This is an optimization exercise on Yosys and OpenROAD, whose aim is small area, a short achievable clock period and few clock cycles, not a production implementation.
The RTL was checked by simulation tests, not by an equivalence proof against the original design.
No activity file was given, so power comes from the tool's default toggle rates.

==> inputs of branch yarrow <==
## ea_engine
module ea_engine (
    input  wire        clk,
    input  wire        rst,
    input  wire        req,
    input  wire        we,
    input  wire [1:0]  space,
    input  wire [7:0]  addr,
    input  wire [31:0] wdata,
    output reg  [31:0] rdata,
    output wire        busy
);
    localparam RX_CAP = 21;
    localparam SP_REG = 2'd0;
    localparam SP_PAY = 2'd1;
    localparam SP_TX  = 2'd2;
    localparam SP_RX  = 2'd3;
    localparam R_CMD       = 8'h00;
    localparam R_STATUS    = 8'h01;
    localparam R_FAULT     = 8'h02;
    localparam R_CSACC     = 8'h03;
    localparam R_CS_IN     = 8'h04;
    localparam R_TX_NODE   = 8'h05;
    localparam R_TX_OBJ    = 8'h06;
    localparam R_PAY_LEN   = 8'h07;
    localparam R_TX_LEN    = 8'h08;
    localparam R_TX_CS     = 8'h09;
    localparam R_RX_LEN    = 8'h0A;
    localparam R_RX_PLEN   = 8'h0B;
    localparam R_RX_CSCALC = 8'h0C;
    localparam R_RX_CSRECV = 8'h0D;
    localparam R_FLD_OFF   = 8'h0E;
    localparam R_RAW16     = 8'h0F;
    localparam R_FLD_W32   = 8'h10;
    localparam R_PHYS      = 8'h11;
    localparam R_CAL_V     = 8'h12;
    localparam R_CAL_I     = 8'h13;
    localparam C_NOP     = 8'h00;
    localparam C_CLRERR  = 8'h01;
    localparam C_CSCLR   = 8'h10;
    localparam C_CSADD   = 8'h11;
    localparam C_ENC_Q   = 8'h20;
    localparam C_ENC_S   = 8'h21;
    localparam C_DEC     = 8'h30;
    localparam C_UNPK16  = 8'h40;
  ...
clock: 12.0 ns
lec_check: 0
abc_area: 1
cap_margin: 20
core_margin: 2
core_utilization: 45
setup_slack_margin: 4.6
slew_margin: 20
run.sh (not shown) runs the stock make flow with config.mk's settings and CLKGATE_MAP_FILE= SYNTH_SCRIPT=/design/flow/synth_recipe.tcl, a recipe that flattens the netlist after the stock synthesis.
==> branch fjord (differences from branch yarrow) <==
--- a/flow/config.mk
+++ b/flow/config.mk
@@ -9,5 +9,5 @@
 export CAP_MARGIN = 20
 export CORE_MARGIN = 2
-export CORE_UTILIZATION = 45
+export CORE_UTILIZATION = 60
 export SETUP_SLACK_MARGIN = 4.6
 export SLEW_MARGIN = 20
==> results.ini <==
[outcome]
status=finished clean

[worst_setup_path]
ff2ff_setup_slack_ps=4280
arrival_ps=5440
timing.rr.end=tx[43]

[detailed_routing]
vias=72720
avgRoutedWirePerCell_um=40.53

[grt]
met3_usage_pct=25.07
antenna_found_initial=40

[clocking]
cts_tree=done
clk_pin_slew_ps=70

[final_layout]
multi_input_area_share_pct=47.94
num-nonclk-buffers=522
n_antenna_cell=32

[place]
dp_cells=10120

[end of results for branch yarrow]
==> results.ini <==
[place]
dp_cells=9567
dp_hpwl_mm=286.4

[clocking]
cts-hold-fix-buffers=0

[grt]
met3_usage_pct=65.34
grt_max_degree=81

[synth]
synth_edf_count=564

[outcome]
status=did not finish
first-error=[ERROR GRT-0116] Global routing finished with congestion. Check the congestion regions in the DRC Viewer.
stop_stage=5_1_grt

[floorplanning]
start_util_pct=60.55

[end of results for branch fjord]
Testbench counts of branch yarrow, summed over its fixed seeds: cycles 12,639.
Testbench counts of branch fjord, summed over its fixed seeds: cycles 12,639.

---

==> willow <==
Another version of the RTL of ea_engine (not shown whole).
==> flow/config.mk <==
export PLATFORM = sky130hd
export DESIGN_NAME = ea_engine
export DESIGN_NICKNAME = ea_engine
export VERILOG_FILES = /design/flow/design.v
export SDC_FILE = /design/flow/constraint.sdc
export NUM_CORES = 4
export LEC_CHECK = 0
export ABC_AREA = 1
export CAP_MARGIN = 20
export CORE_MARGIN = 2
export CORE_UTILIZATION = 45
export SETUP_SLACK_MARGIN = 5
export SLEW_MARGIN = 20
export SYNTH_HIERARCHICAL = 1
export TNS_END_PERCENT = 0
==> flow/constraint.sdc <==
create_clock -name core_clock -period 12.0 [get_ports {clk}]
set_input_delay 2.4000 -clock core_clock [delete_from_list [all_inputs] [get_ports {clk}]]
set_output_delay 2.4000 -clock core_clock [all_outputs]
set_load 0.01 [all_outputs]
==> sierra (differences from willow) <==
--- a/flow/design.v
+++ b/flow/design.v
@@ -109,13 +109,10 @@
     reg [4:0]  dn_c;        
     reg        sm;
     reg        retry;
     reg [15:0] pay_mask;
     reg [18:0] rx_mask;
-    reg [18:0] rxm_e;
-    reg [15:0] pym_e;
-    reg        enc_e;
     assign busy = (state != S_IDLE) || retry;
     wire acc      = req && !busy;
     wire hw       = acc && we;
     wire hw_reg   = hw && (space == SP_REG);
     wire hw_pay   = hw && (space == SP_PAY) && (addr < 8'd16);
@@ -143,12 +140,12 @@
     wire        dec_trn  = (rx_len < 8'd5);
     wire        enc_send = retry ? cmd[0] : c[0];     
     wire [12:0] sum_cs;
     wire        dec_csok;
     ea_csum u_cs (
-        .enc_e (enc_e), .rx (rx[151:0]), .rx_mask (rxm_e), .pay (pay),
-        .pay_mask (pym_e), .nm1 (enc_nm1), .tx_node (tx_node),
+        .sm (sm), .rx (rx[151:0]), .rx_mask (rx_mask), .pay (pay),
+        .pay_mask (pay_mask), .nm1 (enc_nm1), .tx_node (tx_node),
         .tx_obj (tx_obj), .send (enc_send), .win (win),
         .sum (sum_cs), .csok (dec_csok)
     );
     wire [15:0] enc_cs  = {3'd0, sum_cs};
     wire [7:0]  enc_sd  = {enc_send, 3'b111, enc_nm1};
@@ -497,44 +494,10 @@
                 end
                 default: ;
             endcase
         end
     end
-    reg        sm_n;
-    reg [18:0] rx_mask_n;
-    reg [15:0] pay_mask_n;
-    integer ni;
-    always @(*) begin
-        sm_n       = sm;
-        rx_mask_n  = rx_mask;
-        pay_mask_n = pay_mask;
-        if (do_retry)
-            sm_n = !sm;
-        else if (hw_rx || (hw_reg && addr == R_RX_LEN))
-            sm_n = 1'b1;
-        else if (hw_pay || (hw_reg && (addr == R_PAY_LEN || addr == R_TX_NODE ||
-                                      addr == R_TX_OBJ)))
-            sm_n = 1'b0;
-        if (hw_reg && addr == R_RX_LEN)
-            for (ni = 0; ni < 19; ni = ni + 1)
-                rx_mask_n[ni] = (ni + 2 < wdata[7:0]);
-        if (hw_reg && addr == R_PAY_LEN)
-            for (ni = 0; ni < 16; ni = ni + 1)
-                pay_mask_n[ni] = (ni < wdata[4:0]);
-        else if (pk16_go)
-            pay_mask_n = 16'h0003;
-        if (rst) begin
-            sm_n       = 1'b0;
-            rx_mask_n  = 19'd0;
-            pay_mask_n = 16'd0;
-        end
-    end
-    always @(posedge clk) begin
-        rxm_e <= rx_mask_n & {19{sm_n}};
-        pym_e <= pay_mask_n & {16{!sm_n}};
-        enc_e <= !sm_n;
-    end
     wire lk_first = (state == S_LOCK) && (lk_k == 4'd0);
     always @(posedge clk) begin
         dn_pb  <= dn_pbv;
         step   <= busy ? step + 4'd1 : 4'd0;
         sc_rem <= up_r2;
@@ -622,31 +585,37 @@
     assign reg_v[15] = {16'h0, raw16};
     assign reg_v[16] = fld_w32;
     assign reg_v[17] = phys;
     assign reg_v[18] = cal_v;
     assign reg_v[19] = cal_i;
-    reg [7:0] cand [0:31];
+    wire        a_hi0 = (addr[7:5] == 3'd0);
+    wire [31:0] a_dec;                   
+    genvar gi;
+    generate
+        for (gi = 0; gi < 32; gi = gi + 1) begin : g_dec
+            assign a_dec[gi] = a_hi0 && (addr[4:0] == gi);
+        end
+    endgenerate
+    wire s_reg = (space == 2'd0);
+    wire s_pay = (space == 2'd1);
+    wire s_tx  = (space == 2'd2);
+    wire s_rx  = (space == 2'd3);
     integer ri;
     always @(*) begin
-        for (ri = 0; ri < 32; ri = ri + 1) begin
-            case (space)
-                2'd0: cand[ri] = (ri < 20) ? reg_v[ri < 20 ? ri : 0][7:0] : 8'd0;
-                2'd1: cand[ri] = (ri < 16) ? pay[8*(ri < 16 ? ri : 0) +: 8] : 8'd0;
-                2'd2: cand[ri] = (ri < 21) ? tx[8*(ri < 21 ? ri : 0) +: 8] : 8'd0;
-                default: cand[ri] = (ri < 21) ? rx[8*(ri < 21 ? ri : 0) +: 8] : 8'd0;
-            endcase
-        end
-        rdata = 32'd0;
-        if (addr[7:5] == 3'd0) begin
-            rdata[7:0] = cand[addr[4:0]];
-            if (space == 2'd0 && addr[4:0] < 5'd20)
-                rdata[31:8] = reg_v[addr[4:0] < 5'd20 ? addr[4:0] : 5'd0][31:8];
-        end
+        rdata = 32'h0;
+        for (ri = 0; ri < 20; ri = ri + 1)
+            rdata = rdata | (reg_v[ri] & {32{s_reg && a_dec[ri]}});
+        for (ri = 0; ri < 16; ri = ri + 1)
+            rdata[7:0] = rdata[7:0] | (pay[8*ri +: 8] & {8{s_pay && a_dec[ri]}});
+        for (ri = 0; ri < 21; ri = ri + 1)
+            rdata[7:0] = rdata[7:0] | (tx[8*ri +: 8] & {8{s_tx && a_dec[ri]}});
+        for (ri = 0; ri < 21; ri = ri + 1)
+            rdata[7:0] = rdata[7:0] | (rx[8*ri +: 8] & {8{s_rx && a_dec[ri]}});
     end
 endmodule
 module ea_csum (
-    input  wire         enc_e,
+    input  wire         sm,
     input  wire [151:0] rx,
     input  wire [18:0]  rx_mask,
     input  wire [127:0] pay,
     input  wire [15:0]  pay_mask,
     input  wire [3:0]   nm1,
@@ -660,19 +629,20 @@
     reg  [12:0] op [0:52];
     reg  [12:0] ss, sc;
     integer di;
     always @(*) begin
         for (di = 0; di < 19; di = di + 1) begin
-            op[di] = rx_mask[di] ? {5'd0, rx[8*di +: 8]} : 13'd0;
-            if (di == 0)
-                op[di] = op[di] | (enc_e ? {5'd0, 4'b0111, nm1} : 13'd0);
+            if (sm)
+                op[di] = rx_mask[di] ? {5'd0, rx[8*di +: 8]} : 13'd0;
+            else if (di == 0)
+                op[di] = {5'd0, 4'b0111, nm1};
             else if (di == 1)
-                op[di] = op[di] | (enc_e ? {5'd0, tx_node} : 13'd0);
+                op[di] = {5'd0, tx_node};
             else if (di == 2)
-                op[di] = op[di] | (enc_e ? {5'd0, tx_obj} : 13'd0);
+                op[di] = {5'd0, tx_obj};
             else
-                op[di] = op[di] | (pay_mask[di-3] ? {5'd0, pay[8*(di-3) +: 8]} : 13'd0);
+                op[di] = pay_mask[di-3] ? {5'd0, pay[8*(di-3) +: 8]} : 13'd0;
         end
         for (di = 0; di < 17; di = di + 1) begin
             op[19+2*di] = op[3*di] ^ op[3*di+1] ^ op[3*di+2];
             op[20+2*di] = {(op[3*di] & op[3*di+1]) |
                            (op[3*di] & op[3*di+2]) |
==> qor summary <==
Min setup slack post-route: willow 4600 ps; sierra 4490 ps
Combinational power: willow 693 uW; sierra 544 uW
Worst Max-Slew Pin Slew: willow 1430 ps; sierra 1290 ps
Sequential share of the synthesized area: willow 0.362; sierra 0.352
Die area: willow 158000 um^2; sierra 158000 um^2
Run status: willow complete, no violations; sierra complete, no violations
Portion of total power attributed to sequential cells: willow 0.453; sierra 0.440
Power share of the clock group: willow 0.459; sierra 0.491
Netlist cell types: willow 79; sierra 78
Mux cell area share after synthesis: willow 0.00293; sierra 0.00104
Reg-to-reg endpoint: willow tx[47]; sierra tx[24]
Largest vdd supply drop: willow 0.112 mV; sierra 0.144 mV
Final critical delay including setup and external delays: willow 7400 ps; sierra 7510 ps
Detailed Route Iter0 Violations: willow 12700; sierra 14300
Multi-input combinational cell count: willow 6593; sierra 6751
Fraction of power spent switching nets: willow 0.269; sierra 0.263
Post-route cell area: willow 79500 um^2; sierra 80100 um^2
Internal power: willow 5.80 mW; sierra 5.82 mW
Testbench counts of willow, summed over its fixed seeds: cycles 12,639.
Testbench counts of sierra, summed over its fixed seeds: cycles 12,639.

==> afterwards: timing with drivers on the ports <==
In the flow no input, the clock included, has a driving cell. The finished layouts below were timed again as built, in two steps. Step 1 assumes that a clkbuf_16 drives the clock port and a buf_2 every other input. Step 2 times the ports against the registers' clock, not the clock port: input delays grow and output delays shrink by t, the midpoint of the rising clock arrivals with the driver on. Slacks: ideal / step 1 / step 2; pairs: ideal / step 1.
run	t, ns	setup slack, ns	hold WS [ns]
branch yarrow	0.866	4.157 / 4.101 / 3.448	0.389 / 0.389 / 0.389
willow	0.851	4.603 / 4.577 / 4.025	0.401 / 0.401 / 0.401
sierra	0.873	4.488 / 4.467 / 3.797	0.398 / 0.398 / 0.398
After both steps every run listed still meets setup and hold. For branch yarrow, which loses most, drivers alone change the setup slack by -0.056 ns; drivers and shift together by -0.709 ns.
